This is an optimization exercise on Yosys and OpenROAD, whose aim is small area, a short achievable clock period and few clock cycles per item, not a production implementation.
RTL that was checked went through simulation tests only; none was proved equivalent to the original.
Only the layout flow was run in runs 3 to 5; the RTL was not checked for function there.
Power is estimated from default activity; no workload was simulated.

<file path="flow/design.v">
module ble_tx (
    input  wire       clk,
    input  wire       rst,
    input  wire       start_valid,
    output wire       start_ready,
    input  wire [5:0] start_channel,
    input  wire [1:0] start_phy,
    input  wire [4:0] start_plen,
    input  wire       in_valid,
    output wire       in_ready,
    input  wire [7:0] in_data,
    output reg        out_valid,
    input  wire       out_ready,
    output reg  [7:0] out_data,
    output reg        out_last
);
    localparam [23:0] CRC_POLY = 24'h00065B;
    localparam [23:0] CRC_INIT = 24'h555555;
    function [7:0] rev8(input [7:0] x);
        integer b;
        begin
            for (b = 0; b < 8; b = b + 1)
                rev8[b] = x[7-b];
        end
    endfunction
    function [23:0] crc8(input [23:0] c, input [7:0] d);
        integer b;
        reg [23:0] r;
        begin
            r = c;
            for (b = 7; b >= 0; b = b - 1)
                r = {r[22:0], 1'b0} ^ ((r[23] ^ d[b]) ? CRC_POLY : 24'd0);
            crc8 = r;
        end
    endfunction
    function [7:0] wbyte(input [6:0] l);
        integer b;
        reg [6:0] s;
        begin
            s = l;
            for (b = 7; b >= 0; b = b - 1) begin
                wbyte[b] = s[6];
                s = {s[5:0], s[6]} ^ (s[6] ? 7'h10 : 7'h00);
            end
        end
    endfunction
    function [6:0] lfsr8(input [6:0] l);
        integer b;
        reg [6:0] s;
        begin
            s = l;
            for (b = 0; b < 8; b = b + 1)
                s = {s[5:0], s[6]} ^ (s[6] ? 7'h10 : 7'h00);
            lfsr8 = s;
        end
    endfunction
    function [7:0] s8map(input a0, input a1);
        s8map = {a0, a0, ~a0, ~a0, a1, a1, ~a1, ~a1};
    endfunction
    reg       busy;         
    reg       pend;         
    reg [5:0] s_ch;
    reg [1:0] s_phy;
    reg [5:0] s_len;        
    assign start_ready = !busy;
    wire start_fire = start_valid && !busy;
    reg [247:0] mem;        
    reg       ld_act;       
    reg [5:0] wcnt;         
    reg       a_rd;         
    reg       in_rdy;       
    assign in_ready = in_rdy;
    wire in_fire = in_valid && in_rdy;
    always @(posedge clk) begin
        if (in_fire)
            mem <= {mem[239:0], in_data};
    end
    wire [5:0] wcnt_inc = wcnt + 6'd1;
    wire in_last = (wcnt_inc == s_len);
    wire all_in  = !ld_act;
    wire a_in    = (wcnt >= 6'd6);
    localparam [2:0] A_IDLE = 3'd0,
                     A_H0   = 3'd1,
                     A_H1   = 3'd2,
                     A_ADDR = 3'd3,
                     A_PAY  = 3'd4,
                     A_CRC  = 3'd5;
    reg [2:0] aph;
    reg [5:0] pos;          
    reg [3:0] pos_lo;       
    reg [2:0] acnt;         
    reg       rb_v;
    reg [7:0] rb;
    reg       rb_crc;
    reg       rb_h0;        
    reg       rb_h1;        
    reg       rb_last;
    reg       fb_v;
    reg [7:0] fb;
    reg       fb_last;
    reg [23:0] crc;         
    reg [6:0]  lfsr;
    wire fb_take;           
    wire a_avail = (aph == A_H0) || (aph == A_H1) || (aph == A_CRC) ||
                   (aph == A_ADDR && a_in) || (aph == A_PAY && all_in);
    wire fb_load = rb_v && (!fb_v || fb_take);
    wire rb_load = a_avail && (!rb_v || fb_load);
    wire addr_end = (acnt == 3'd0);
    wire pay_end  = (pos[4:0] == s_len[4:0] - 5'd7);
    reg [7:0] rd;
    always @(*) begin : rdmux
        integer g, j;
        reg [7:0] grp [0:7];
        for (g = 0; g < 8; g = g + 1) begin
            grp[g] = 8'd0;
            for (j = 0; j < 4; j = j + 1)
                if (4*g + j < 31)
                    grp[g] = grp[g] | (pos_lo[j] ? mem[8*(4*g+j) +: 8] : 8'd0);
        end
        rd = grp[pos[4:2]];
    end
    wire [5:0] pos_1  = pos + 6'd1;
    wire [5:0] pos_2  = pos + 6'd2;
    wire       inc_r  = rb_load && (aph == A_ADDR || aph == A_PAY);
    wire       inc_w  = in_fire && aph != A_PAY;
    wire       pos_z  = rb_load && aph == A_ADDR && addr_end;
    wire [5:0] pos_n  = start_fire ? 6'd58 :                  
                        pos_z ? 6'd0 :
                        (inc_r && inc_w) ? pos_2 :
                        (inc_r || inc_w) ? pos_1 : pos;
    wire [3:0] lo_n   = start_fire ? 4'b0100 :
                        pos_z ? 4'b0001 :
                        (inc_r && inc_w) ? {pos_lo[1:0], pos_lo[3:2]} :
                        (inc_r || inc_w) ? {pos_lo[2:0], pos_lo[3]} : pos_lo;
    reg  [7:0] bsrc;
    always @(*) begin
        if (rb_crc)
            bsrc = crc[23:16];
        else if (rb_h0)
            bsrc = 8'h40;                             
        else if (rb_h1)
            bsrc = rev8({2'b00, s_len});              
        else
            bsrc = rev8(rb);
    end
    localparam [1:0] O_IDLE = 2'd0,
                     O_HDR  = 2'd1,    
                     O_FRM  = 2'd2,    
                     O_TERM = 2'd3;    
    localparam [46:0] HDR_A0_S2 = {10'h000, 37'h092e71f762};
    localparam [46:0] HDR_A1_S2 = {10'h3ff, 37'h0f99a8e07a};
    localparam [46:0] HDR_A0_S8 = {10'h000, 37'h092e71f77c};
    localparam [46:0] HDR_A1_S8 = {10'h3ff, 37'h0f99a8e06c};
    reg [1:0] oph;
    reg [5:0] ocnt;         
    reg [1:0] o_phy;
    reg [2:0] fec;          
    wire adv   = !out_valid || out_ready;
    wire coded = o_phy[1];
    wire s8    = o_phy[0];
    wire e_b  = (oph == O_FRM) && fb[7];
    wire e_a1 = e_b ^ fec[1] ^ fec[2];
    wire e_a0 = e_a1 ^ fec[0];
    reg [7:0] s2_byte;
    reg [2:0] s2_fec;
    always @(*) begin : s2calc
        integer k;
        reg b, x1, x0;
        s2_fec = fec;
        s2_byte = 8'd0;
        for (k = 0; k < 4; k = k + 1) begin
            b  = (oph == O_FRM) && fb[7-k];
            x1 = b ^ s2_fec[1] ^ s2_fec[2];
            x0 = x1 ^ s2_fec[0];
            s2_byte[7-2*k] = x0;
            s2_byte[6-2*k] = x1;
            s2_fec = {s2_fec[1:0], b};
        end
    end
    reg [7:0] uhdr;
    always @(*) begin
        case (ocnt[2:0])
            3'd3:    uhdr = 8'h6B;
            3'd2:    uhdr = 8'h7D;
            3'd1:    uhdr = 8'h91;
            3'd0:    uhdr = 8'h71;
            default: uhdr = 8'h55;
        endcase
    end
    reg  h_a0, h_a1;
    wire [47:0] HDR_A0_S2_N = {HDR_A0_S2, 1'b0};    
    wire [47:0] HDR_A1_S2_N = {HDR_A1_S2, 1'b0};
    wire [47:0] HDR_A0_S8_N = {HDR_A0_S8, 1'b0};
    wire [47:0] HDR_A1_S8_N = {HDR_A1_S8, 1'b0};
    reg       nv;
    reg [7:0] nb;
    reg       nl;
    reg       fb_done;      
    always @(*) begin
        nv = 1'b0;
        nb = 8'h00;
        nl = 1'b0;
        fb_done = 1'b0;
        case (oph)
            O_HDR: begin
                nv = 1'b1;
                nb = coded ? s8map(h_a0, h_a1) : uhdr;
            end
            O_FRM: begin
                nv = fb_v;
                if (!coded) begin
                    nb = fb;
                    fb_done = 1'b1;
                    nl = fb_last;
                end else if (s8) begin
                    nb = s8map(e_a0, e_a1);
                    fb_done = (ocnt[2:0] == 3'd0);
                end else begin
                    nb = s2_byte;
                    fb_done = !ocnt[2];
                end
            end
            O_TERM: begin
                nv = 1'b1;
                nb = s8 ? s8map(e_a0, e_a1) : s2_byte;
                nl = (ocnt == 6'd0);
            end
            default: ;
        endcase
    end
    wire emit = adv && nv;
    assign fb_take = emit && (oph == O_FRM) && fb_done;
    wire pkt_end = emit && nl;
    wire pstart = pend && ((oph == O_IDLE) || pkt_end);
    wire last_rd = rb_load && ((aph == A_PAY && pay_end) ||
                               (aph == A_ADDR && addr_end && s_len == 6'd6));
    always @(posedge clk) begin
        if (rst) begin
            busy      <= 1'b0;
            pend      <= 1'b0;
            ld_act    <= 1'b0;
            in_rdy    <= 1'b0;
            aph       <= A_IDLE;
            rb_v      <= 1'b0;
            fb_v      <= 1'b0;
            oph       <= O_IDLE;
            out_valid <= 1'b0;
        end else begin
            if (start_fire) begin
                busy   <= 1'b1;
                pend   <= 1'b1;
                ld_act <= 1'b1;
            end
            if (in_fire && in_last)
                ld_act <= 1'b0;
            in_rdy <= (start_fire || (ld_act && !(in_fire && in_last))) &&
                      (start_fire || (in_fire ? wcnt_inc : wcnt) < 6'd31 ||
                       a_rd || (rb_load && aph == A_ADDR && addr_end));
            if (last_rd)
                busy <= 1'b0;
            if (rb_load) begin
                rb_v <= 1'b1;
                case (aph)
                    A_H0: aph <= A_H1;
                    A_H1: aph <= A_ADDR;
                    A_ADDR: if (addr_end) aph <= (s_len == 6'd6) ? A_CRC : A_PAY;
                    A_PAY: if (pay_end) aph <= A_CRC;
                    A_CRC: if (addr_end) aph <= A_IDLE;
                    default: ;
                endcase
            end else if (fb_load) begin
                rb_v <= 1'b0;
            end
            if (fb_load)
                fb_v <= 1'b1;
            else if (fb_take)
                fb_v <= 1'b0;
            if (emit) begin
                case (oph)
                    O_HDR: if (ocnt == 6'd0) oph <= O_FRM;
                    O_FRM: if (fb_done && fb_last) oph <= coded ? O_TERM : O_IDLE;
                    O_TERM: if (ocnt == 6'd0) oph <= O_IDLE;
                    default: ;
                endcase
            end
            if (pstart) begin
                pend <= 1'b0;
                oph  <= O_HDR;
                aph  <= A_H0;
            end
            if (adv)
                out_valid <= emit;
        end
    end
    always @(posedge clk) begin
        if (start_fire) begin
            s_ch  <= start_channel;
            s_phy <= start_phy;
            s_len <= {1'b0, start_plen} + 6'd6;
            wcnt  <= 6'd0;
            a_rd  <= 1'b0;
        end
        if (in_fire)
            wcnt <= wcnt_inc;
        pos    <= pos_n;
        pos_lo <= lo_n;
        if (rb_load) begin
            rb_crc  <= (aph == A_CRC);
            rb_last <= (aph == A_CRC) && addr_end;
            rb_h0   <= (aph == A_H0);
            rb_h1   <= (aph == A_H1);
            rb      <= rd;
            acnt    <= acnt - 3'd1;
            case (aph)
                A_H1:   acnt <= 3'd5;
                A_ADDR: if (addr_end) begin
                    acnt <= 3'd2;
                    a_rd <= 1'b1;
                end
                A_PAY:  acnt <= 3'd2;
                default: ;
            endcase
        end
        if (fb_load) begin
            fb      <= bsrc ^ wbyte(lfsr);
            fb_last <= rb_last;
            crc     <= rb_crc ? {crc[15:0], 8'h00} : crc8(crc, bsrc);
            lfsr    <= lfsr8(lfsr);
        end else if (emit && oph == O_FRM) begin
            fb <= s8 ? {fb[6:0], 1'b0} : {fb[3:0], 4'h0};
        end
        if (emit) begin
            if (oph == O_FRM || oph == O_TERM)
                fec <= s8 ? {fec[1:0], e_b} : s2_fec;
            ocnt <= ocnt - ((oph == O_FRM && !s8) ? 6'd4 : 6'd1);
            if (oph == O_FRM && fb_done && fb_last)
                ocnt <= s8 ? 6'd2 : 6'd0;
        end
        if (emit && oph == O_HDR) begin
            h_a0 <= s8 ? HDR_A0_S8_N[ocnt] : HDR_A0_S2_N[ocnt];
            h_a1 <= s8 ? HDR_A1_S8_N[ocnt] : HDR_A1_S2_N[ocnt];
        end
        if (pstart) begin
            h_a0  <= 1'b0;                            
            h_a1  <= 1'b1;
            o_phy <= s_phy;
            ocnt  <= s_phy[1] ? 6'd46 : (s_phy[0] ? 6'd5 : 6'd4);
            fec   <= 3'd0;
            crc   <= CRC_INIT;
            lfsr  <= {s_ch[0], s_ch[1], s_ch[2], s_ch[3], s_ch[4], s_ch[5], 1'b1};
        end
        if (adv) begin
            out_data <= nb;
            out_last <= nl;
        end
    end
endmodule
</file>
<file path="flow/flow/run.sh">
#!/bin/bash
# The standard layout, with real buffers (not delay cells) on the ports.
set -euo pipefail
export BUFFER_PORTS_ARGS="-buffer_cell sky130_fd_sc_hd__buf_4"
bash standard.sh finish > layout.log 2>&1
</file>
<file path="flow/standard.sh">
#!/bin/bash
# synth_recipe.tcl (not shown) runs the flow's synth.tcl, then flattens the netlist and writes it again
# the make line also repeats each setting of config.mk as NAME=value (left out here)
make -C /OpenROAD-flow-scripts/flow DESIGN_CONFIG=/design/flow/config.mk WORK_HOME=/design/flow/orfs CLKGATE_MAP_FILE= SYNTH_SCRIPT=/design/flow/synth_recipe.tcl "${@:-finish}"
</file>
<file path="flow/config.mk">
export PLATFORM = sky130hd
export DESIGN_NAME = ble_tx
export DESIGN_NICKNAME = ble_tx
export VERILOG_FILES = /design/flow/design.v
export SDC_FILE = /design/flow/constraint.sdc
export NUM_CORES = 4
export LEC_CHECK = 0
export CAP_MARGIN = 20
export CORE_MARGIN = 2
export CORE_UTILIZATION = 40
export CTS_BUF_LIST = sky130_fd_sc_hd__clkbuf_16
export CTS_CLUSTER_DIAMETER = 100
export CTS_CLUSTER_SIZE = 24
export PLACE_DENSITY = 0.6
export SETUP_SLACK_MARGIN = 2.85
export SLEW_MARGIN = 20
</file>
<file path="flow/constraint.sdc">
create_clock -name core_clock -period 5.0 [get_ports {clk}]
set_input_delay 1.0000 -clock core_clock [delete_from_list [all_inputs] [get_ports {clk}]]
set_output_delay 1.0000 -clock core_clock [all_outputs]
set_load 0.01 [all_outputs]
</file>
==> qor.txt, run 1 <==
synthesized area per cell: 13.4 sq um
worst slew pin tran: 0.654 ns
clk_skew: 0.0255 ns
Die Wd: 203 um
RePlAce Congestion: 0.859
worst hold start: rb_last
dominant cell type by area after synthesis: edfxtp_1
core footprint: 39,500 sq um
Slew HR: 0.564
Synth Net Count: 1,228
drt wl/cell: 20.8 um
r2r setup slk: 2.73 ns
arrival time at the worst endpoint: 2.76 ns
post-layout util: 0.488
crit path kind: reg2reg
Residual DRC: 0
Synth Cell Area: 15,900 sq um
area of the multi-input gates: 5810 sq um
DRT Pass-1 Iters: 5
Congestion Overflow GR: 0
hold crit path type: reg2reg
# diodes: 0
Clk Latency, worst-skew pair: 0.55 ns
CTS Buffer Depth: 3
post-route ant nets: 0
EDFF count, synth: 315
Critical Path Sink Type: flop
DR vias/cell: 5.68
filler cell count: 3,377
initial DRC count: 893
status: timing/DRC/antenna clean
Yosys cell types: 77
pin count of the biggest net entering global routing: 95
Worst Hold Path Cells: 0
Setup TNS: 0 ns
Die Height: 203 um
yosys warns: 2
CTS Buf Count: 19
CTS tree: built
worst vdd ir: 0.255 mV
fin crit period: 2.27 ns
Initial Util: 0.403
Area after DPL: 16,800 sq um
worst r2r src: s_len[1]
IO Pins: 38
RSZ-0062 raised after global routing: yes
vias: 10.4k
Max Clk Rate: 440 MHz
vias in the first global route: 10.1k
synthesized instance count: 1,189
Synth Register Bits: 367
first-pass GRT wire length: 58.8 mm
top-area cell type share of the netlist area: 0.595
final hold vios: 0
Post-synth top flop: edfxtp_1
Leak: 0.00663 uW
Worst R2R Path Depth: 6
antenna violations before repair: 0
die area: 41,400 sq um
Clk Tree Root Cell: clkbuf_16
total track usage: 0.181
reg2reg end: crc[9]
Max-Cap Viols: 0
post-route cell area: 19,300 sq um
Routed WL: 38.2 mm
Post-synth ARST share: 0
Final Slew Violations: 0
Detailed Place HPWL: 21.1 mm
PortBufs: 37
sequential-to-total area share from yosys stat: 0.660
fin nets: 1,337
# rows: 73
ranking of synthesized cells by area: edfxtp_1 59%, dfxtp_1 6.5%, xnor2_1 2.5%, a22o_1 2.1%, a22oi_1 2.0%
Max FO, Critical Path: 5
hold_buf cts: 0
area growth from synthesis to layout: 21.1%
share of cells above drive strength 1: 0.260
Final setup viols: 0
Reg clk slew, reported paths: 0.10 ns
hold path endpoint: fb_last
H-tree levels: 1
Sink Count: 367
worst setup path startpoint: s_len[1]
final cycle utilization of the critical path: 0.455
worst path required time: 5.49 ns
Seq. cell area: 10,500 sq um
power per cell area: 458 nW/um^2
Startpoint Class: flop
==> cell usage after synthesis (all sizes together) (7+ instances only) <==
| master | n |
|---|---|
| edfxtp | 315 |
| nand2 | 84 |
| a21oi | 61 |
| nor2 | 60 |
| dfxtp | 52 |
| o21ai | 47 |
| xnor2 | 46 |
| a22oi | 43 |
| clkbuf | 43 |
| a22o | 38 |
| a221oi | 35 |
| nor3 | 29 |
| buf | 28 |
| inv | 28 |
| xor2 | 27 |
| nand3 | 24 |
| o22ai | 24 |
| mux2i | 20 |
| a31oi | 14 |
| a211oi | 13 |
| ha | 13 |
| o211ai | 12 |
| nor2b | 10 |
| a222oi | 9 |
| nand2b | 8 |
| nand3b | 7 |
| o21a | 7 |
| or4 | 7 |
==> kinds of logic (layout without fill, tap and decap cells) <==
| logic type | count (synthesis) | after routing | share of synthesized area |
|---|---|---|---|
| adders and majority gates | 13 | 13 | 0.0102 |
| AOI/OAI and AO/OA | 341 | 341 | 0.154 |
| buffers and inverters | 101 | 221 | 0.0258 |
| DFF | 367 | 367 | 0.660 |
| muxes | 24 | 24 | 0.0171 |
| and+or+nand+nor | 262 | 264 | 0.0803 |
| xor gates and xnor gates | 81 | 81 | 0.0526 |
==> cell type report <==
cell class,count,share of cell area
clock buffer,19,0.0247
inverter,30,0.00734
multi-input combinational,723,0.302
sequential,367,0.547
clock inverter,15,0.00370
timing repair buffer,155,0.0807
timing repair inverter,2,0.000650
tap,525,0.0341
==> placed cells by master (no fill, tap or decap), types with 27 or more instances in the layout <==
master	n
nor2_1	46
a22o_1	38
nand2_1	77
xnor2_1	40
a22oi_1	42
dfxtp_1	39
edfxtp_1	315
inv_1	33
a21oi_1	52
o21ai_0	27
buf_4	121
==> power by group <==
group / switching (uW) / total [uW] / leakage (uW) / internal [uW]
registers: 302 / 4060 / 0.00338 / 3760
clock network: 966 / 1670 / 0.000309 / 709
logic: 1580 / 3070 / 0.00294 / 1500
==> state kept, by name (all words and copies together), names as in the netlist, 2 cells and up <==
signal and flops:
acnt 3, aph 3, crc 24, fb 8
fec 3, lfsr 7, mem 248, o_phy 2
ocnt 6, oph 2, out_data 8, pos 5
pos_lo 4, rb 8, s_ch 6, s_len 6
s_phy 2, wcnt 6
==> worst max-delay path, stage by stage (launching register included) <==
cell and delay, ns:
edfxtp_1 0.57, and2_1 0.24, o31a_1 0.27, nor3_4 0.35
xor2_2 0.18, or4_1 0.50, nand3_1 0.11
==> per-layer routing <==
layer / routed length [um] / global-route usage / vias to the layer above / share of wire
li1: - / - / 4858 / -
met1: 17600 / 0.265 / 5257 / 0.46
met2: 18300 / 0.290 / 272 / 0.48
met3: 1670 / 0.0213 / 44 / 0.044
met4: 606 / 0.0391 / 0 / 0.016
met5: 0 / 0 / - / 0
==> timing repair <==
item	4_1_cts	5_1_grt
endpoints found under the setup margin	313	133
pin swaps	39	41
gates cloned	8	2
gates resized for setup	99	69
setup buffers	77	25
==> metrics by stage <==
stage / power (uW) / instances / setup WS (ns) / hold WS [ns]
after global routing: 9250 / 1836 / 2.65 / 0.437
after global placement: 6340 / 1690 / 1.58 / 0.407
after detailed placement: 6380 / 1690 / 1.46 / 0.408
after CTS: 8600 / 1809 / 2.73 / 0.432
final: 8810 / 1836 / 2.73 / 0.432
after floorplan: 5880 / 1189 / -0.310 / 0.400
==> worst max-delay path by stage <==
stage                   end  slack [ns]  cells past startpoint
floorplan            mem[0]       -0.31                      3
global placement    lfsr[6]        1.58                      7
detailed placement  lfsr[4]        1.46                      7
CTS                  aph[2]        2.73                      7
global route         aph[2]        2.65                      7
finish               crc[9]        2.73                      6
Testbench counts, summed over its fixed seeds: cycles 41,279, packets 384.
==> run 2, diff against run 1 <==
--- a/flow/config.mk
+++ b/flow/config.mk
@@ -12,5 +12,5 @@
 export CTS_CLUSTER_DIAMETER = 100
 export CTS_CLUSTER_SIZE = 24
 export PLACE_DENSITY = 0.6
-export SETUP_SLACK_MARGIN = 2.85
+export SETUP_SLACK_MARGIN = 2.7
 export SLEW_MARGIN = 20
==> qor.txt, run 2 <==
H-tree levels: 1
worst r2r src: rb_h1
synth cell count leaders: 315 x edfxtp_1, 84 x nand2_1, 60 x nor2_1, 59 x a21oi_1, 52 x dfxtp_1
CTS Buffer Depth: 3
worst vdd ir: 0.286 mV
Slew HR: 0.388
share of cells above drive strength 1: 0.180
final hold vios: 0
antenna violations before repair: 0
yosys warns: 2
post-route ant nets: 0
Largest register FFs: 248
ranking of synthesized cells by area: edfxtp_1 59%, dfxtp_1 6.5%, xnor2_1 2.5%, a22o_1 2.1%, a22oi_1 2.0%
Die Height: 203 um
Yosys cell types: 77
Clk Tree Root Cell: clkbuf_16
most common cell in the netlist: edfxtp_1
synthesized instance count: 1,189
Clk Latency, worst-skew pair: 0.54 ns
CTS tree: built
Reg clk slew, reported paths: 0.11 ns
Congestion Overflow GR: 0
worst slew pin tran: 0.918 ns
RSZ-0062 raised after global routing: yes
final cycle utilization of the critical path: 0.451
Initial Util: 0.403
filler cell count: 3,534
synthesized area per cell: 13.4 sq um
vias in the first global route: 9,893
Startpoint Class: flop
RePlAce Congestion: 0.836
Overall Power: 8320 uW
Max-Cap Viols: 0
most frequent cells in the layout: 315 x edfxtp_1, 93 x buf_4, 81 x nand2_1
Critical Path Sink Type: flop
# rows: 73
hold crit path type: reg2reg
dominant cell type by area after synthesis: edfxtp_1
largest registers: mem: 248 flops, crc: 24 flops
CTS Buf Count: 19
Area after DPL: 16,700 sq um
total track usage: 0.172
crit path kind: reg2reg
first-pass GRT wire length: 56.6 mm
post-route cell area: 18,200 sq um
area growth from synthesis to layout: 14.7%
commonest non-fill, non-tap cell in the layout: edfxtp_1
EDFF count, synth: 315
Routed WL: 36.2 mm
Detailed Place HPWL: 20.6 mm
PortBufs: 37
DRT Pass-1 Iters: 6
Final setup viols: 0
Post-synth ARST share: 0
DR vias/cell: 5.71
pin count of the biggest net entering global routing: 148
Synth Register Bits: 367
drt wl/cell: 20.3 um
sequential-to-total area share from yosys stat: 0.660
Max FO, Critical Path: 4
worst setup path startpoint: rb_h1
Residual DRC: 0
status: timing/DRC/antenna clean
top-area cell type share of the netlist area: 0.595
initial DRC count: 772
worst path required time: 5.48 ns
fin crit period: 2.25 ns
die area: 41,400 sq um
largest register by flop count: mem
Post-synth top flop: edfxtp_1
fin nets: 1,293
Final Slew Violations: 0
power per cell area: 456 nW/um^2
Sink Count: 367
Synth Cell Area: 15,900 sq um
Die Wd: 203 um
core footprint: 39,500 sq um
Max Clk Rate: 444 MHz
Synth Net Count: 1,228
vias: 10.2k
IO Pins: 38
Leak: 0.00621 uW
worst hold start: mem[234]
arrival time at the worst endpoint: 2.73 ns
clk_skew: 0.0268 ns
# diodes: 0
-- run 2: cells by family after synthesis --
family / Yosys count / synth area share
multiplexers: 24 / 0.0171
AND/OR/NAND/NOR: 262 / 0.0803
XOR/XNOR: 81 / 0.0526
flip-flops: 367 / 0.660
buffers and inverters: 101 / 0.0258
adder cells (fa/ha/maj): 13 / 0.0102
AO/OA/AOI/OAI: 341 / 0.154
-- run 2: worst paths after layout --
path / slack (ns) / depth (start not counted) / end
max: 2.75 / 7 / crc[7]
min: 0.45 / 0 / mem[242]
max reg2reg: 2.75 / 7 / crc[7]
min reg2reg: 0.45 / 0 / mem[242]
-- run 2: what timing repair did --
item | CTS | global route
gates cloned | 4 | 2
pin swaps | 12 | 12
setup endpoints to repair | 120 | 33
buffers inserted | 36 | 26
endpoints found under the hold margin | 0 | 0
gates resized for setup | 57 | 32
hold buffers | 0 | 0
-- run 2: final cells by class --
type	instances	area [sq um]	area share
multi-input combinational	723	5310	0.291
tap	525	657	0.0360
clock buffer	19	475	0.0261
clock inverter	9	48.8	0.00267
inverter	30	135	0.00741
sequential	367	10500	0.577
timing repair buffer	113	1080	0.0594
-- run 2: worst max-delay path, cell delays in order (launching register included) --
cell      delay (ns)
edfxtp_1        0.40
buf_4           0.17
mux2i_1         0.15
nor2_2          0.17
mux2i_4         0.29
xnor3_1         0.43
or4_1           0.50
nand3_1         0.09
-- run 2: layer usage --
layer,vias up,part of all wire,global-route usage,wire length (um)
met1,5124,0.47,0.252,16800
li1,4752,-,-,-
met4,0,0.021,0.0448,746
met5,-,0,0,0
met2,268,0.47,0.272,16900
met3,49,0.046,0.0181,1680
-- run 2: where the power goes --
group | switching, uW | leakage (uW) | total [uW] | internal, uW
Combinational | 1390 | 0.00255 | 2610 | 1220
Sequential | 292 | 0.00338 | 4050 | 3760
Clock | 956 | 0.000278 | 1660 | 703
Total | 2640 | 0.00621 | 8320 | 5680
-- run 2: stage by stage --
stage           util  setup TNS (ns)  setup slack (ns)  instances  hold WS [ns]
5_1_grt        0.462               0              2.64       1786         0.458
3_5_place_dp   0.424               0              1.76       1690         0.434
3_3_place_gp   0.424               0              1.85       1690         0.431
6_report       0.462               0              2.75       1786         0.449
4_1_cts        0.453               0              2.70       1758         0.452
2_1_floorplan      -          -77.28            -0.310       1189         0.400
==> run 3, diff against run 2 <==
--- a/flow/design.v
+++ b/flow/design.v
@@ -15,7 +15,6 @@
     output reg        out_last
 );
     localparam [23:0] CRC_POLY = 24'h00065B;
-    localparam [23:0] CRC_INIT = 24'h555555;
     function [7:0] rev8(input [7:0] x);
         integer b;
         begin
@@ -88,7 +87,7 @@
     reg [2:0] aph;
     reg [5:0] pos;          
     reg [3:0] pos_lo;       
-    reg [2:0] acnt;         
+    reg [4:0] acnt;         
     reg       rb_v;
     reg [7:0] rb;
     reg       rb_crc;
@@ -105,8 +104,8 @@
                    (aph == A_ADDR && a_in) || (aph == A_PAY && all_in);
     wire fb_load = rb_v && (!fb_v || fb_take);
     wire rb_load = a_avail && (!rb_v || fb_load);
-    wire addr_end = (acnt == 3'd0);
-    wire pay_end  = (pos[4:0] == s_len[4:0] - 5'd7);
+    wire addr_end = (acnt == 5'd0);
+    wire pay_end  = addr_end;
     reg [7:0] rd;
     always @(*) begin : rdmux
         integer g, j;
@@ -309,22 +308,22 @@
             rb_last <= (aph == A_CRC) && addr_end;
             rb_h0   <= (aph == A_H0);
             rb_h1   <= (aph == A_H1);
-            rb      <= rd;
-            acnt    <= acnt - 3'd1;
+            rb      <= (aph == A_H0 || aph == A_H1) ? 8'h00 : rd;
+            acnt    <= acnt - 5'd1;
             case (aph)
-                A_H1:   acnt <= 3'd5;
+                A_H1:   acnt <= 5'd5;
                 A_ADDR: if (addr_end) begin
-                    acnt <= 3'd2;
+                    acnt <= (s_len == 6'd6) ? 5'd2 : s_len[4:0] - 5'd7;    
                     a_rd <= 1'b1;
                 end
-                A_PAY:  acnt <= 3'd2;
+                A_PAY:  if (pay_end) acnt <= 5'd2;
                 default: ;
             endcase
         end
         if (fb_load) begin
             fb      <= bsrc ^ wbyte(lfsr);
             fb_last <= rb_last;
-            crc     <= rb_crc ? {crc[15:0], 8'h00} : crc8(crc, bsrc);
+            crc     <= rb_crc ? {crc[15:0], 8'h00} : crc8(crc, rev8(rb));
             lfsr    <= lfsr8(lfsr);
         end else if (emit && oph == O_FRM) begin
             fb <= s8 ? {fb[6:0], 1'b0} : {fb[3:0], 4'h0};
@@ -346,7 +345,7 @@
             o_phy <= s_phy;
             ocnt  <= s_phy[1] ? 6'd46 : (s_phy[0] ? 6'd5 : 6'd4);
             fec   <= 3'd0;
-            crc   <= CRC_INIT;
+            crc   <= 24'h155555 ^ {8'h00, s_len[0], s_len[1], s_len[2], s_len[3], s_len[4], s_len[5], 10'h000};
             lfsr  <= {s_ch[0], s_ch[1], s_ch[2], s_ch[3], s_ch[4], s_ch[5], 1'b1};
         end
         if (adv) begin
==> qor.txt, run 3 <==
status: timing/DRC/antenna clean
total track usage: 0.163
Clk Tree Root Cell: clkbuf_16
Residual DRC: 0
Detailed Place HPWL: 21.2 mm
pin count of the biggest net entering global routing: 165
Sink Count: 369
Routed WL: 34.8 mm
Slew HR: 0.411
IO Pins: 38
Worst path max stage delay: 0.64 ns
Die Wd: 205 um
Synth Cell Area: 16,100 sq um
die area: 41,900 sq um
Final Slew Violations: 0
H-tree levels: 1
Comb pwr share: 0.163
drt wl/cell: 19.9 um
top-area cell type share of the netlist area: 0.618
fin nets: 1,255
share of cells above drive strength 1: 0.135
Worst R2R Path Depth: 8
post-route ant nets: 0
clock share of power: 0.259
vias in the first global route: 9,454
synth cell count leaders: 331 x edfxtp_1, 112 x nand2_1, 67 x xnor2_1, 65 x nor2_1, 63 x a22oi_1
Leak: 0.00582 uW
clk_skew: 0.0211 ns
Clk Latency, worst-skew pair: 0.53 ns
first-pass GRT wire length: 54.5 mm
CTS Buf Count: 19
Max FO, Critical Path: 164
Critical Path Sink Type: flop
Worst Hold Path Cells: 0
Pint: 4700 uW
RePlAce Congestion: 0.811
sequential-to-total area share from yosys stat: 0.665
DRT Pass-1 Iters: 5
Max Clk Rate: 452 MHz
Largest register FFs: 248
# rows: 73
most common cell in the netlist: edfxtp_1
switching power: 1700 uW
core footprint: 39,700 sq um
CTS Buffer Depth: 3
worst vdd ir: 0.373 mV
Critical Path, Cell by Cell: buf_4 > nand2_8 > clkinvlp_4 > buf_12
initial DRC count: 1,012
Slowest cell on crit path: buf_12
Startpoint Class: input pin
Die Height: 205 um
antenna violations before repair: 0
synthesized instance count: 1,198
worst slew pin tran: 0.878 ns
Yosys cell types: 73
Switching Share: 0.266
largest register by flop count: mem
Synth Net Count: 1,236
Final setup viols: 0
final hold vios: 0
arrival time at the worst endpoint: 2.36 ns
crit path kind: in2reg
ranking of synthesized cells by area: edfxtp_1 62%, dfxtp_1 4.7%, xnor2_1 3.6%, a22oi_1 2.9%, nand2_1 2.6%
final cycle utilization of the critical path: 0.442
vias: 9,998
EDFF count, synth: 331
post-layout util: 0.449
Post-synth ARST share: 0
largest registers: mem: 248 flops, crc: 24 flops
dominant cell type by area after synthesis: edfxtp_1
power per cell area: 359 nW/um^2
synthesized area per cell: 13.4 sq um
Post-synth top flop: edfxtp_1
worst path required time: 5.15 ns
Congestion Overflow GR: 0
PortBufs: 37
Initial Util: 0.405
yosys warns: 2
commonest non-fill, non-tap cell in the layout: edfxtp_1
Reg clk slew, reported paths: 0.09 ns
pre-CTS setup slack: 1.94 ns
Synth Register Bits: 369
RSZ-0062 raised after global routing: yes
register share of total power: 0.578
final worst setup slack: 2.79 ns
DR vias/cell: 5.72
fin crit period: 2.21 ns
# diodes: 0
CTS tree: built
hold crit path type: reg2reg
most frequent cells in the layout: 331 x edfxtp_1, 107 x nand2_1, 66 x xnor2_1
area growth from synthesis to layout: 10.8%
Hold WS: 0.452 ns
Max-Cap Viols: 0
[run 3: cell types whose count changed after synthesis, moves of 10 or more]
cell | previous run | this run
buf_2 | 16 | 27
edfxtp_1 | 315 | 331
nand2_1 | 84 | 112
a21oi_1 | 59 | 49
xnor2_1 | 46 | 67
a22o_1 | 38 | 25
dfxtp_1 | 52 | 38
a22oi_1 | 43 | 63
o22ai_1 | 24 | 9
[run 3: worst max-delay path: cells and delay by family]
kind,cells,cell delay [ns]
buffers and inverters,3,1.10
AND/OR/NAND/NOR,1,0.10
[run 3: final timing paths]
path | from | to | slack (ns)
hold reg to reg | mem[118] | mem[126] | 0.45
setup reg to reg | wcnt[0] | pos[3] | 2.81
setup / recovery | in_valid | mem[110] | 2.79
hold / removal | mem[118] | mem[126] | 0.45
[run 3: metal layers]
layer,track usage,up-vias,part of all wire
met5,0,-,0
met4,0.0269,0,0.011
met3,0.0220,29,0.055
met2,0.250,274,0.45
met1,0.250,5024,0.48
li1,-,4671,-
[run 3: cell type report]
type,instances,area (sq um)
clock buffer,19,475
clock inverter,8,47.5
fill,3572,21900
inverter,27,119
multi-input combinational,727,5160
sequential,369,10700
tap,525,657
timing repair buffer,73,633
[run 3: logic make-up after synthesis]
group | after synthesis | synth area share
adders and majority gates | 12 | 0.00933
and+or+nand+nor | 270 | 0.0772
xor gates and xnor gates | 97 | 0.0578
buffers and inverters | 103 | 0.0274
muxes | 20 | 0.0152
AOI/OAI and AO/OA | 327 | 0.148
DFF | 369 | 0.665
[run 3: power groups by stage]
stage	clock network (uW)	logic, uW	registers [uW]
5_1_grt	1810	1160	3720
3_5_place_dp	0	958	3790
2_1_floorplan	0	792	3700
6_report	1660	1050	3700
3_3_place_gp	0	952	3790
4_1_cts	1700	1010	3710
[run 3: what timing repair did]
item | CTS | global route
pin swaps | 1 | 3
buffers inserted | 10 | 14
gates resized for setup | 28 | 23
hold buffers | 0 | 0
cloned | 1 | 0
setup endpoints to repair | 123 | 114
[run 3: stage by stage]
| stage | std cells | power, uW | cell area [sq um] | TNS (ns) |
|---|---|---|---|---|
| floorplan | 1198 | 4490 | 16300 | -45.79 |
| global placement | 1696 | 4740 | 16900 | 0 |
| detailed placement | 1696 | 4750 | 16900 | 0 |
| CTS | 1734 | 6420 | 17600 | 0 |
| global route | 1748 | 6690 | 17800 | 0 |
| finish | 1748 | 6400 | 17800 | 0 |
==> run 4, diff against run 3 <==
==> flow/flow/run.sh (replaced) <==
#!/bin/bash
# The standard layout, with real buffers (not delay cells) on the ports.
set -euo pipefail
export BUFFER_PORTS_ARGS="-buffer_cell sky130_fd_sc_hd__buf_2"
bash standard.sh finish > layout.log 2>&1
==> qor.txt, run 4 <==
Synth Cell Area: 16,100 sq um
top-area cell type share of the netlist area: 0.618
compound-gate portion of the synthesized area: 0.148
Max FO, Critical Path: 22
fin nets: 1,259
Startpoint Class: flop
Worst R2R Path Depth: 8
worst slew pin tran: 0.837 ns
yosys warns: 2
DR vias/cell: 5.67
vias in the first global route: 9,477
status: timing/DRC/antenna clean
RSZ-0062 raised after global routing: yes
worst path required time: 5.24 ns
CTS tree: built
Critical Path Sink Type: flop
synth cell count leaders: 331 x edfxtp_1, 112 x nand2_1, 67 x xnor2_1, 65 x nor2_1, 63 x a22oi_1
final hold vios: 0
CTS Buf Count: 19
RePlAce Congestion: 0.822
CTS Buffer Depth: 3
Sink Count: 369
Simple-Gate Fraction of Synth Area: 0.0772
placed insts: 1,699
final worst setup slack: 2.72 ns
# rows: 73
Largest register FFs: 248
Worst Setup EP: rb[7]
H-tree levels: 1
# diodes: 0
Residual DRC: 0
r2r setup slk: 2.72 ns
Routed WL: 34.7 mm
initial DRC count: 1,043
Clk Latency, worst-skew pair: 0.54 ns
arrival time at the worst endpoint: 2.52 ns
area growth from synthesis to layout: 10.5%
hold crit path type: reg2reg
Initial Util: 0.405
largest family of logic cells by synthesized area: compound AO/OA/AOI/OAI gates
Post-synth top flop: edfxtp_1
drt wl/cell: 19.7 um
Finished Layout Cells: 1,759
Synth Net Count: 1,236
ranking of synthesized cells by area: edfxtp_1 62%, dfxtp_1 4.7%, xnor2_1 3.6%, a22oi_1 2.9%, nand2_1 2.6%
worst r2r src: pos_lo[2]
mux contribution to synthesized area: 0.0152
pre-CTS setup slack: 1.99 ns
post-route ant nets: 0
Final Slew Violations: 0
share of cells above drive strength 1: 0.140
synthesized area per cell: 13.4 sq um
dominant cell type by area after synthesis: edfxtp_1
Clk Tree Root Cell: clkbuf_16
hold_buf cts: 0
sequential-to-total area share from yosys stat: 0.665
Yosys cell types: 73
Post-Synth Adder-Cell Area: 0.00933
die area: 41,900 sq um
vias: 9,982
Congestion Overflow GR: 0
pin count of the biggest net entering global routing: 145
EDFF count, synth: 331
crit path kind: reg2reg
IO Pins: 38
largest register by flop count: mem
worst setup path startpoint: pos_lo[2]
power per cell area: 360 nW/um^2
first-pass GRT wire length: 54.4 mm
Max-Cap Viols: 0
core footprint: 39,700 sq um
Reg clk slew, reported paths: 0.12 ns
fin crit period: 2.28 ns
antenna violations before repair: 0
clk_skew: 0.0304 ns
post-layout util: 0.448
synthesized instance count: 1,198
Hold WS: 0.431 ns
final cycle utilization of the critical path: 0.456
most common cell in the netlist: edfxtp_1
DRT Pass-1 Iters: 5
Post-synth ARST share: 0
Die Wd: 205 um
Leak: 0.00585 uW
Final setup viols: 0
largest registers: mem: 248 flops, crc: 24 flops
Max Clk Rate: 439 MHz
reg2reg end: rb[7]
Slew HR: 0.439
xor and xnor area share after synthesis: 0.0578
total track usage: 0.163
commonest non-fill, non-tap cell in the layout: edfxtp_1
Die Height: 205 um
PortBufs: 37
most frequent cells in the layout: 331 x edfxtp_1, 107 x nand2_1, 66 x xnor2_1
worst vdd ir: 0.223 mV
Overall Power: 6400 uW
Detailed Place HPWL: 21.2 mm
Worst Hold Path Cells: 0
Synth Register Bits: 369
==> run 4: cell counts after synthesis <==
No cell type changed its count.
==> run 4: how the worst min path moves through the flow <==
| stage | from | end | slack (ns) |
|---|---|---|---|
| after floorplan | rb_last | fb_last | 0.40 |
| after global placement | rb_last | fb_last | 0.41 |
| after detailed placement | rb_last | fb_last | 0.41 |
| after CTS | mem[227] | mem[235] | 0.44 |
| after global routing | rb_last | fb_last | 0.45 |
| final | rb_last | fb_last | 0.43 |
==> run 4: cells by family (layout without fill, tap and decap cells) <==
group / after synthesis / after routing
AND/OR/NAND/NOR: 270 / 271
buffers and inverters: 103 / 138
adder cells (fa/ha/maj): 12 / 12
XOR/XNOR: 97 / 97
multiplexers: 20 / 20
flip-flops: 369 / 369
AO/OA/AOI/OAI: 327 / 327
==> run 4: layout make-up <==
class / count / area (sq um)
Tap cell: 525 / 657
Clock buffer: 19 / 475
Multi-Input combinational cell: 727 / 5200
Fill cell: 3587 / 21900
Sequential cell: 369 / 10700
Clock inverter: 15 / 75.1
Timing Repair Buffer: 77 / 537
Inverter: 27 / 113
==> run 4: what timing repair did <==
item	CTS	global route
setup buffers	1	24
setup endpoints to repair	124	84
pin swaps	1	3
gates resized for setup	27	21
gates cloned	1	0
==> run 4: power by group <==
group	internal, uW	total [uW]	switching, uW
logic	445	1030	582
registers	3540	3700	158
clock network	709	1680	969
==> run 4: metrics by stage <==
stage               setup TNS [ns]  cell area (sq um)
floorplan                   -45.79              16300
global placement                 0              16900
detailed placement               0              16900
CTS                              0              17500
global route                     0              17800
finish                           0              17800
==> run 4: routing by layer <==
metal,vias to the layer above,global-route usage,wire length [um]
li1,4682,-,-
met1,4998,0.254,16900
met2,271,0.241,15300
met3,31,0.0213,1980
met4,0,0.0342,586
met5,-,0,0
==> run 4: critical path: stages, from the launching register on <==
cell and delay (ns):
dfxtp_4 0.45, buf_6 0.21, buf_4 0.22, a222oi_1 0.31, a31oi_1 0.16, a21oi_1 0.14
nor2_1 0.05, a211oi_1 0.32, a311oi_1 0.09
==> run 5, diff against run 4 <==
==> flow/flow/run.sh (replaced) <==
#!/bin/bash
# The standard layout, with real buffers (not delay cells) on the ports.
set -euo pipefail
export BUFFER_PORTS_ARGS="-buffer_cell sky130_fd_sc_hd__buf_4"
bash standard.sh finish > layout.log 2>&1
--- a/flow/config.mk
+++ b/flow/config.mk
@@ -8,9 +8,9 @@
 export CAP_MARGIN = 20
 export CORE_MARGIN = 2
 export CORE_UTILIZATION = 40
-export CTS_BUF_LIST = sky130_fd_sc_hd__clkbuf_16
-export CTS_CLUSTER_DIAMETER = 100
-export CTS_CLUSTER_SIZE = 24
+export CTS_BUF_LIST = sky130_fd_sc_hd__clkbuf_8
+export CTS_CLUSTER_DIAMETER = 60
+export CTS_CLUSTER_SIZE = 16
 export PLACE_DENSITY = 0.6
 export SETUP_SLACK_MARGIN = 2.7
 export SLEW_MARGIN = 20
==> qor.txt, run 5 <==
final worst setup slack: 2.79 ns
CTS Buffer Depth: 3
Initial Util: 0.405
largest registers: mem: 248 flops, crc: 24 flops
synthesized instance count: 1,198
CTS tree: built
Critical Path, Cell by Cell: buf_4
yosys warns: 2
Sink Count: 369
Slew HR: 0.399
fin nets: 1,269
Overall Power: 6450 uW
ranking of synthesized cells by area: edfxtp_1 62%, dfxtp_1 4.7%, xnor2_1 3.6%, a22oi_1 2.9%, nand2_1 2.6%
Synth Net Count: 1,236
Critical Path Sink Type: output pin
status: timing/DRC/antenna clean
die area: 41,900 sq um
Synth Cell Area: 16,100 sq um
RSZ-0062 raised after global routing: yes
clk_skew: 0.0162 ns
Worst path top cell family by delay: flip-flops
placed insts: 1,696
Detailed Place HPWL: 21.2 mm
Clk Latency, worst-skew pair: 0.64 ns
commonest non-fill, non-tap cell in the layout: edfxtp_1
drt wl/cell: 19.8 um
CP bufs+invs: 1
initial DRC count: 1,025
RePlAce Congestion: 0.811
Post-synth ARST share: 0
DR vias/cell: 5.68
arrival time at the worst endpoint: 1.21 ns
Largest register FFs: 248
hold crit path type: reg2reg
dominant cell type by area after synthesis: edfxtp_1
Slowest cell on crit path: dfxtp_2
Clk Tree Root Cell: clkbuf_8
area growth from synthesis to layout: 11.4%
Post-synth top flop: edfxtp_1
Reg clk slew, reported paths: 0.09 ns
pin count of the biggest net entering global routing: 165
Finished Layout Cells: 1,782
Final setup viols: 0
synthesized area per cell: 13.4 sq um
largest register by flop count: mem
antenna violations before repair: 1
vias in the first global route: 9,611
Max-Cap Viols: 0
worst slew pin tran: 0.902 ns
power per cell area: 360 nW/um^2
DRT Pass-1 Iters: 7
Congestion Overflow GR: 0
Final Slew Violations: 0
final cycle utilization of the critical path: 0.442
Setup TNS: 0 ns
worst path required time: 4.00 ns
crit path kind: reg2out
EDFF count, synth: 331
total track usage: 0.165
sequential-to-total area share from yosys stat: 0.665
H-tree levels: 1
Leak: 0.00591 uW
top-area cell type share of the netlist area: 0.618
post-route ant nets: 0
Worst path max stage delay: 0.42 ns
# rows: 73
synth cell count leaders: 331 x edfxtp_1, 112 x nand2_1, 67 x xnor2_1, 65 x nor2_1, 63 x a22oi_1
Max FO, Critical Path: 2
hold_buf cts: 0
Synth Register Bits: 369
Residual DRC: 0
CTS Buf Count: 31
Max Clk Rate: 452 MHz
most common cell in the netlist: edfxtp_1
core footprint: 39,700 sq um
Die Wd: 205 um
worst vdd ir: 0.253 mV
filler cell count: 3,581
Yosys cell types: 73
Startpoint Class: flop
final hold vios: 0
PortBufs: 37
fin crit period: 2.21 ns
Die Height: 205 um
share of cells above drive strength 1: 0.149
most frequent cells in the layout: 331 x edfxtp_1, 107 x nand2_1, 66 x xnor2_1
IO Pins: 38
pre-CTS setup slack: 1.94 ns
vias: 10.1k
Routed WL: 35.3 mm
first-pass GRT wire length: 55.1 mm
run 5: cell counts after synthesis:
No cell type changed its count.
run 5: where the power goes:
part / total, uW / leakage, uW / internal, uW / switching [uW]
registers: 3700 / 0.00339 / 3540 / 160
clock network: 1710 / 0.000353 / 657 / 1050
logic: 1050 / 0.00217 / 456 / 590
run 5: path summary, 6_finish.rpt:
kind / startpoint / endpoint / slack (ns) / depth (start not counted)
setup reg to reg: pos[4] / rb[3] / 2.79 / 7
hold reg to reg: rb_last / fb_last / 0.44 / 0
hold / removal: rb_last / fb_last / 0.44 / 0
setup / recovery: in_rdy / in_ready / 2.79 / 1
run 5: routing by layer:
layer | global-route usage | part of all wire | up-vias
li1 | - | - | 4711
met1 | 0.248 | 0.47 | 5059
met2 | 0.252 | 0.45 | 308
met3 | 0.0258 | 0.061 | 45
met4 | 0.0367 | 0.014 | 0
met5 | 0 | 0 | -
run 5: cell families after synthesis:
logic type | after synthesis | share of synthesized area
xor gates and xnor gates | 97 | 0.0578
buffers and inverters | 103 | 0.0274
and+or+nand+nor | 270 | 0.0772
DFF | 369 | 0.665
adders and majority gates | 12 | 0.00933
muxes | 20 | 0.0152
AOI/OAI and AO/OA | 327 | 0.148
run 5: cell type report:
type	count	area, sq um	area share
multi-input cells	727	5170	0.288
diodes	1	2.50	0.000140
well taps	525	657	0.0366
inverters	27	119	0.00663
clock buffers	34	468	0.0261
flip-flops and latches	369	10700	0.598
repair buffers	75	632	0.0352
clock inverters	24	151	0.00844
run 5: stage by stage:
stage	instance area (sq um)	utilization	hold slack (ns)
after floorplan	16300	-	0.400
after global placement	16900	0.426	0.411
after detailed placement	16900	0.426	0.419
after CTS	17700	0.446	0.437
after global routing	17900	0.451	0.435
final	17900	0.451	0.436
run 5: worst reg2reg max path, cell delays in order, from the launching register on:
cell and delay (ns):
dfxtp_4 0.45, buf_4 0.25, inv_1 0.23, nand3_1 0.13, nand2_1 0.06, a221oi_1 0.37
a211oi_2 0.11, a311oi_1 0.39
run 5: timing repair:
item | CTS | global route
setup endpoints to repair | 124 | 64
gates resized for setup | 29 | 20
cloned | 1 | 0
setup buffers | 10 | 16
pin swaps | 1 | 4
==> run 6, diff against run 5 <==
--- a/flow/design.v
+++ b/flow/design.v
@@ -64,6 +64,7 @@
     assign start_ready = !busy;
     wire start_fire = start_valid && !busy;
     reg [247:0] mem;        
+    reg [4:0] wp;           
     reg       ld_act;       
     reg [5:0] wcnt;         
     reg       a_rd;         
@@ -71,9 +72,11 @@
     assign in_ready = in_rdy;
     wire in_fire = in_valid && in_rdy;
     always @(posedge clk) begin
-        if (in_fire)
-            mem <= {mem[239:0], in_data};
+        mem <= {mem[239:0], in_fire ? in_data : mem[247:240]};
     end
+    function [4:0] inc31(input [4:0] x);
+        inc31 = (x == 5'd30) ? 5'd0 : x + 5'd1;
+    endfunction
     wire [5:0] wcnt_inc = wcnt + 6'd1;
     wire in_last = (wcnt_inc == s_len);
     wire all_in  = !ld_act;
@@ -85,8 +88,9 @@
                      A_PAY  = 3'd4,
                      A_CRC  = 3'd5;
     reg [2:0] aph;
-    reg [5:0] pos;          
+    reg [4:0] pos;          
     reg [3:0] pos_lo;       
+    reg [4:0] lpos;         
     reg [4:0] acnt;         
     reg       rb_v;
     reg [7:0] rb;
@@ -118,19 +122,19 @@
         end
         rd = grp[pos[4:2]];
     end
-    wire [5:0] pos_1  = pos + 6'd1;
-    wire [5:0] pos_2  = pos + 6'd2;
+    wire       first  = in_fire && wcnt == 6'd0;
     wire       inc_r  = rb_load && (aph == A_ADDR || aph == A_PAY);
-    wire       inc_w  = in_fire && aph != A_PAY;
     wire       pos_z  = rb_load && aph == A_ADDR && addr_end;
-    wire [5:0] pos_n  = start_fire ? 6'd58 :                  
-                        pos_z ? 6'd0 :
-                        (inc_r && inc_w) ? pos_2 :
-                        (inc_r || inc_w) ? pos_1 : pos;
-    wire [3:0] lo_n   = start_fire ? 4'b0100 :
-                        pos_z ? 4'b0001 :
-                        (inc_r && inc_w) ? {pos_lo[1:0], pos_lo[3:2]} :
-                        (inc_r || inc_w) ? {pos_lo[2:0], pos_lo[3]} : pos_lo;
+    wire [4:0] pos_1  = inc31(pos);
+    wire [4:0] pos_2  = inc31(pos_1);
+    wire [4:0] lpos_1 = inc31(lpos);
+    wire [6:0] l0     = 7'd32 - {1'b0, s_len};
+    wire [4:0] lpos_0 = l0[6] ? l0[4:0] + 5'd31 : l0[4:0];    
+    wire [4:0] pos_n  = first ? 5'd26 :                        
+                        pos_z ? lpos_1 :
+                        inc_r ? pos_2 : pos_1;
+    wire [4:0] lpos_n = first ? lpos_0 : lpos_1;
+    wire [3:0] lo_n   = 4'd1 << pos_n[1:0];
     reg  [7:0] bsrc;
     always @(*) begin
         if (rb_crc)
@@ -253,6 +257,8 @@
             if (in_fire && in_last)
                 ld_act <= 1'b0;
             in_rdy <= (start_fire || (ld_act && !(in_fire && in_last))) &&
+                      (start_fire || first || (wcnt == 6'd0 && !in_fire) ||
+                       (in_fire ? wp == 5'd0 : wp == 5'd30)) &&
                       (start_fire || (in_fire ? wcnt_inc : wcnt) < 6'd31 ||
                        a_rd || (rb_load && aph == A_ADDR && addr_end));
             if (last_rd)
@@ -303,6 +309,8 @@
             wcnt <= wcnt_inc;
         pos    <= pos_n;
         pos_lo <= lo_n;
+        lpos   <= lpos_n;
+        wp     <= first ? 5'd0 : in_fire ? wp : inc31(wp);
         if (rb_load) begin
             rb_crc  <= (aph == A_CRC);
             rb_last <= (aph == A_CRC) && addr_end;
--- a/flow/config.mk
+++ b/flow/config.mk
@@ -8,9 +8,9 @@
 export CAP_MARGIN = 20
 export CORE_MARGIN = 2
 export CORE_UTILIZATION = 40
-export CTS_BUF_LIST = sky130_fd_sc_hd__clkbuf_8
-export CTS_CLUSTER_DIAMETER = 60
-export CTS_CLUSTER_SIZE = 16
+export CTS_BUF_LIST = sky130_fd_sc_hd__clkbuf_16
+export CTS_CLUSTER_DIAMETER = 100
+export CTS_CLUSTER_SIZE = 24
 export PLACE_DENSITY = 0.6
-export SETUP_SLACK_MARGIN = 2.7
+export SETUP_SLACK_MARGIN = 2.6
 export SLEW_MARGIN = 20
==> qor.txt, run 6 <==
Final Slew Violations: 0
final worst setup slack: 2.72 ns
worst path required time: 5.28 ns
filler cell count: 3,301
RSZ-0062 raised after global routing: yes
Slowest cell on crit path: buf_4
# rows: 69
Slew HR: 0.467
arrival time at the worst endpoint: 2.57 ns
IO Pins: 38
Die Height: 194 um
pre-CTS setup slack: 1.87 ns
Synth Cell Area: 14,400 sq um
CTS Buf Count: 20
hold crit path type: reg2reg
RePlAce Congestion: 0.839
synthesized area per cell: 11.0 sq um
synthesized instance count: 1,310
Seq. cell area: 8460 sq um
vias in the first global route: 9,675
post-route ant nets: 0
Setup TNS: 0 ns
commonest non-fill, non-tap cell in the layout: dfxtp_1
Max FO, Critical Path: 34
Residual DRC: 0
Clk Tree Root Cell: clkbuf_16
yosys warns: 2
Detailed Place HPWL: 21.5 mm
most frequent cells in the layout: 284 x dfxtp_1, 108 x nand2_1, 83 x edfxtp_1
Die Wd: 194 um
H-tree levels: 1
Synth Net Count: 1,357
hold_buf cts: 0
drt wl/cell: 18.7 um
final cycle utilization of the critical path: 0.457
Initial Util: 0.405
Synth Register Bits: 379
core footprint: 35,600 sq um
sequential-to-total area share from yosys stat: 0.584
clock share of power: 0.221
top-area cell type share of the netlist area: 0.411
dominant cell type by area after synthesis: dfxtp_1
Critical Path Sink Type: flop
largest register by flop count: mem
initial DRC count: 698
final hold vios: 0
Switching Share: 0.339
cell mode on critical path: buf_4
status: timing/DRC/antenna clean
Max-Cap Viols: 0
clk_skew: 0.0224 ns
EDFF count, synth: 83
Leak: 0.00593 uW
Worst path max stage delay: 0.34 ns
antenna violations before repair: 0
crit path kind: in2reg
Post-synth ARST share: 0
area of the multi-input gates: 5780 sq um
Max Clk Rate: 438 MHz
register share of total power: 0.502
fin nets: 1,368
area growth from synthesis to layout: 11.5%
Pint: 5170 uW
Congestion Overflow GR: 0
most common cell in the netlist: dfxtp_1
# diodes: 0
largest registers: mem: 248 flops, crc: 24 flops
switching power: 2650 uW
pin count of the biggest net entering global routing: 39
synth cell count leaders: 296 x dfxtp_1, 111 x nand2_1, 83 x edfxtp_1, 70 x nor2_1, 67 x xnor2_1
total track usage: 0.173
Reg clk slew, reported paths: 0.10 ns
fin crit period: 2.28 ns
Sink Count: 379
Largest register FFs: 248
CTS tree: built
Startpoint Class: input pin
worst slew pin tran: 0.800 ns
Yosys cell types: 85
DR vias/cell: 5.56
Post-synth top flop: dfxtp_1
ranking of synthesized cells by area: dfxtp_1 41%, edfxtp_1 17%, xnor2_1 4.1%, nand2_1 2.9%, a22o_1 2.6%
die area: 37,600 sq um
Clk Latency, worst-skew pair: 0.54 ns
first-pass GRT wire length: 53.8 mm
CTS Buffer Depth: 3
power per cell area: 486 nW/um^2
Comb pwr share: 0.276
Routed WL: 33.5 mm
vias: 9,939
PortBufs: 37
Critical Path, Cell by Cell: buf_4 > nor2b_2 > or2_4 > a21oi_2 > o21ai_2 > buf_4 > inv_8 > nand2_1 > o21ai_0
Final setup viols: 0
worst vdd ir: 0.329 mV
DRT Pass-1 Iters: 5
share of cells above drive strength 1: 0.123
## run 6: changes by cell type after synthesis, moves of 17 or more
cell      before  now
clkbuf_1      34   59
a22o_1        25   43
dfxtp_1       38  296
buf_2         27   10
edfxtp_1     331   83
a22oi_1       63   44
## run 6: cells by family (layout without fill, tap and decap cells)
kind of cell,after synthesis,after routing,share of synthesized area
xor gates and xnor gates,106,106,0.0659
AOI/OAI and AO/OA,365,365,0.183
DFF,379,379,0.584
adders and majority gates,21,21,0.0182
muxes,16,16,0.0124
and+or+nand+nor,312,312,0.105
buffers and inverters,111,129,0.0311
## run 6: worst paths after layout
path	slack (ns)	cells after the start	start	endpoint
max reg2reg	2.72	6	pos_lo[1]	rb[6]
max	2.72	9	out_ready	ocnt[1]
min reg2reg	0.34	0	mem[204]	mem[212]
min	0.34	0	mem[204]	mem[212]
## run 6: through the flow
step                utilization  hold WS (ns)  total power (uW)  std cells  instance area (sq um)
CTS                       0.443         0.346              7740       1769                  15800
global placement          0.423         0.331              5920       1733                  15000
finish                    0.452         0.340              7820       1789                  16100
floorplan                     -         0.330              5340       1310                  14500
detailed placement        0.423         0.337              5940       1733                  15000
global route              0.452         0.348              8240       1789                  16100
## run 6: what timing repair did
item / CTS / global route
buffers inserted: 6 / 20
gates cloned: 1 / 0
gates resized for setup: 29 / 29
pin swaps: 1 / 6
setup endpoints to repair: 127 / 69
## run 6: routing by layer
layer	vias to the layer above	GRT usage	share of wire
met1	4827	0.241	0.47
li1	4816	-	-
met3	47	0.0226	0.046
met2	249	0.284	0.47
met5	-	0	0
met4	0	0.0441	0.021
## run 6: critical path, delay by kind of cell
| kind | cells | cell delay [ns] |
|---|---|---|
| buffers and inverters | 3 | 0.61 |
| AOI/OAI and AO/OA | 3 | 0.26 |
| and+or+nand+nor | 3 | 0.68 |
## run 6: final cells by class
type,instances,area share
Multi-Input combinational cell,820,0.360
Clock inverter,9,0.00444
Tap cell,461,0.0359
Timing Repair inverter,1,0.000467
Inverter,29,0.00755
Clock buffer,20,0.0311
Timing Repair Buffer,70,0.0352
Sequential cell,379,0.526
## run 6: power by group through the flow
| stage | clock network, uW | registers [uW] | logic, uW |
|---|---|---|---|
| finish | 1730 | 3930 | 2160 |
| floorplan | 0 | 3700 | 1640 |
| CTS | 1790 | 3940 | 2010 |
| global route | 1900 | 3980 | 2370 |
| detailed placement | 0 | 4000 | 1940 |
| global placement | 0 | 4000 | 1920 |
Testbench counts of run 6, summed over its fixed seeds: cycles 42,368, packets 384.
==> run 7, diff against run 6 <==
--- a/flow/config.mk
+++ b/flow/config.mk
@@ -12,5 +12,5 @@
 export CTS_CLUSTER_DIAMETER = 100
 export CTS_CLUSTER_SIZE = 24
 export PLACE_DENSITY = 0.6
-export SETUP_SLACK_MARGIN = 2.6
+export SETUP_SLACK_MARGIN = 2.7
 export SLEW_MARGIN = 20
==> qor.txt, run 7 <==
initial DRC count: 537
Clk Latency, worst-skew pair: 0.55 ns
Post-synth top flop: dfxtp_1
Slowest cell on crit path: or4b_4
Largest register FFs: 248
EDFF count, synth: 83
Final setup viols: 0
Die Height: 194 um
dominant cell type by area after synthesis: dfxtp_1
largest register by flop count: mem
most frequent cells in the layout: 284 x dfxtp_1, 108 x nand2_1, 83 x edfxtp_1
share of cells above drive strength 1: 0.144
post-route ant nets: 0
Max FO, Critical Path: 7
worst path required time: 5.49 ns
synthesized area per cell: 11.0 sq um
Clk Tree Root Cell: clkbuf_16
r2r setup slk: 2.74 ns
total track usage: 0.173
area growth from synthesis to layout: 13.3%
commonest non-fill, non-tap cell in the layout: dfxtp_1
Critical Path, Cell by Cell: inv_1 > ha_1 > or4b_4 > nor2_8 > o211ai_2 > a221oi_4 > o2111a_1
Congestion Overflow GR: 0
final cycle utilization of the critical path: 0.451
final worst setup slack: 2.74 ns
RSZ-0062 raised after global routing: yes
worst setup path startpoint: acnt[0]
Comb pwr share: 0.277
sequential-to-total area share from yosys stat: 0.584
PortBufs: 37
Reg clk slew, reported paths: 0.10 ns
Worst Hold Path Cells: 0
final hold vios: 0
status: timing/DRC/antenna clean
CTS tree: built
Switching Share: 0.338
worst slew pin tran: 0.962 ns
Synth Net Count: 1,357
worst r2r src: acnt[0]
worst vdd ir: 0.299 mV
vias: 9,926
vias in the first global route: 9,892
Final Slew Violations: 0
antenna violations before repair: 1
synthesized instance count: 1,310
hold crit path type: reg2reg
fin crit period: 2.26 ns
Slew HR: 0.354
post-route cell area: 16,300 sq um
Area after DPL: 15,100 sq um
CTS Buf Count: 21
synth cell count leaders: 296 x dfxtp_1, 111 x nand2_1, 83 x edfxtp_1, 70 x nor2_1, 67 x xnor2_1
Worst Setup EP: pos_lo[1]
Worst R2R Path Depth: 7
die area: 37,600 sq um
power per cell area: 490 nW/um^2
Finished Layout Cells: 1,809
Initial Util: 0.405
reg2reg end: pos_lo[1]
pin count of the biggest net entering global routing: 43
Max-Cap Viols: 0
placed insts: 1,735
arrival time at the worst endpoint: 2.74 ns
Detailed Place HPWL: 21.2 mm
clock share of power: 0.235
Leak: 0.00606 uW
fin nets: 1,385
register share of total power: 0.488
CTS Buffer Depth: 3
Critical Path Sink Type: flop
IO Pins: 38
Worst path max stage delay: 0.57 ns
largest registers: mem: 248 flops, crc: 24 flops
Residual DRC: 0
clk_skew: 0.0220 ns
Routed WL: 33.4 mm
Synth Register Bits: 379
hold_buf cts: 0
H-tree levels: 1
RePlAce Congestion: 0.839
core footprint: 35,600 sq um
yosys warns: 2
switching power: 2710 uW
# diodes: 0
ranking of synthesized cells by area: dfxtp_1 41%, edfxtp_1 17%, xnor2_1 4.1%, nand2_1 2.9%, a22o_1 2.6%
Max Clk Rate: 443 MHz
DRT Pass-1 Iters: 5
Synth Cell Area: 14,400 sq um
# rows: 69
pre-CTS setup slack: 1.55 ns
first-pass GRT wire length: 53.8 mm
Die Wd: 194 um
Pint: 5300 uW
Post-synth ARST share: 0
Setup TNS: 0 ns
Startpoint Class: flop
Sink Count: 379
DR vias/cell: 5.49
top-area cell type share of the netlist area: 0.411
drt wl/cell: 18.5 um
post-layout util: 0.460
most common cell in the netlist: dfxtp_1
Yosys cell types: 85
crit path kind: reg2reg
[run 7: changes by cell type in the layout (fill, tap and decap cells not counted), sizes merged]
cell and change:
clkbuf +3, clkinv -1, buf +16, inv +2
[run 7: kinds of logic after synthesis]
kind of cell    count (synthesis)  synth area share
buf+inv                       111            0.0311
flops                         379             0.584
mux                            16            0.0124
compound gates                365             0.183
simple gates                  312             0.105
fa+ha+maj                      21            0.0182
xor+xnor                      106            0.0659
[run 7: worst max-delay path, delay by kind of cell, from the launching register on]
family          cells  cell delay [ns]
compound gates      3             0.76
simple gates        2             0.73
flops               1             0.43
fa+ha+maj           1             0.20
buf+inv             1             0.08
[run 7: how the worst min path moves through the flow]
| stage | startpoint | end | slack (ns) |
|---|---|---|---|
| 4_1_cts | mem[236] | mem[244] | 0.34 |
| 5_1_grt | mem[236] | mem[244] | 0.34 |
| 3_3_place_gp | mem[152] | mem[160] | 0.33 |
| 2_1_floorplan | mem[232] | mem[240] | 0.33 |
| 6_report | mem[188] | mem[196] | 0.34 |
| 3_5_place_dp | mem[236] | mem[244] | 0.34 |
[run 7: layer usage]
| layer | vias up | part of all wire | track usage |
|---|---|---|---|
| li1 | 4864 | - | - |
| met5 | - | 0.00039 | 0 |
| met4 | 2 | 0.020 | 0.0421 |
| met1 | 4860 | 0.48 | 0.242 |
| met2 | 165 | 0.47 | 0.285 |
| met3 | 35 | 0.033 | 0.0233 |
[run 7: power by group through the flow]
stage | Combinational [uW] | Sequential [uW] | Clock [uW]
after floorplan | 1650 | 3700 | 0
final | 2220 | 3910 | 1880
after detailed placement | 1940 | 3980 | 0
after global placement | 1930 | 3980 | 0
after CTS | 2060 | 3920 | 1920
after global routing | 2460 | 3960 | 2040
[run 7: repair_timing]
action	in CTS	in global routing
endpoints found under the setup margin	133	58
pin swaps	5	6
gates cloned	1	0
setup buffers	14	26
gates resized for setup	39	30
[run 7: cell type report]
class / count / area (sq um)
fillers: 3338 / 19200
flip-flops and latches: 379 / 8450
multi-input cells: 820 / 5840
repair buffers: 86 / 684
well taps: 461 / 577
clock buffers: 23 / 576
inverters: 29 / 123
clock inverters: 10 / 83.8
repair inverters: 1 / 7.51
[run 7: per-stage QoR]
stage	power, uW	hold WS (ns)
final	8010	0.338
after global routing	8460	0.340
after CTS	7900	0.340
after detailed placement	5920	0.336
after global placement	5910	0.333
after floorplan	5350	0.330

[static timing again, ports no longer ideal]
In the flow no input, the clock included, has a driving cell. The finished layouts below were timed again as built, in two steps.
Step 1, drivers: a clkbuf_16 drives clk and a buf_2 each remaining input, both assumed.
Step 2 moves the port delays by t, midway between the first and last clock arrival at a register: inputs arrive t later, outputs are due t later. That takes back most of the time a late clock gives input paths.
Slacks: ideal ports / drivers / drivers and shift; pairs: ideal ports / drivers.
run	t, ns	setup WS [ns]	worst register clock-pin slew, ns	worst slew at a driven data input, ns
run 1	0.582	2.726 / 2.726 / 2.235	0.10 / 0.10	0.05
run 2	0.579	2.745 / 2.705 / 2.212	0.11 / 0.11	0.04
run 3	0.574	2.790 / 2.746 / 2.238	0.11 / 0.11	0.04
run 4	0.574	2.722 / 2.722 / 2.287	0.12 / 0.12	0.05
run 5	0.679	2.790 / 2.741 / 2.235	0.11 / 0.11	0.04
run 6	0.587	2.717 / 2.721 / 2.158	0.10 / 0.10	0.04
run 7	0.587	2.744 / 2.744 / 2.265	0.10 / 0.10	0.04
After both steps every run listed still meets setup and hold. For run 6, which loses most, drivers alone change the setup slack by +0.004 ns; drivers and shift together by -0.559 ns.
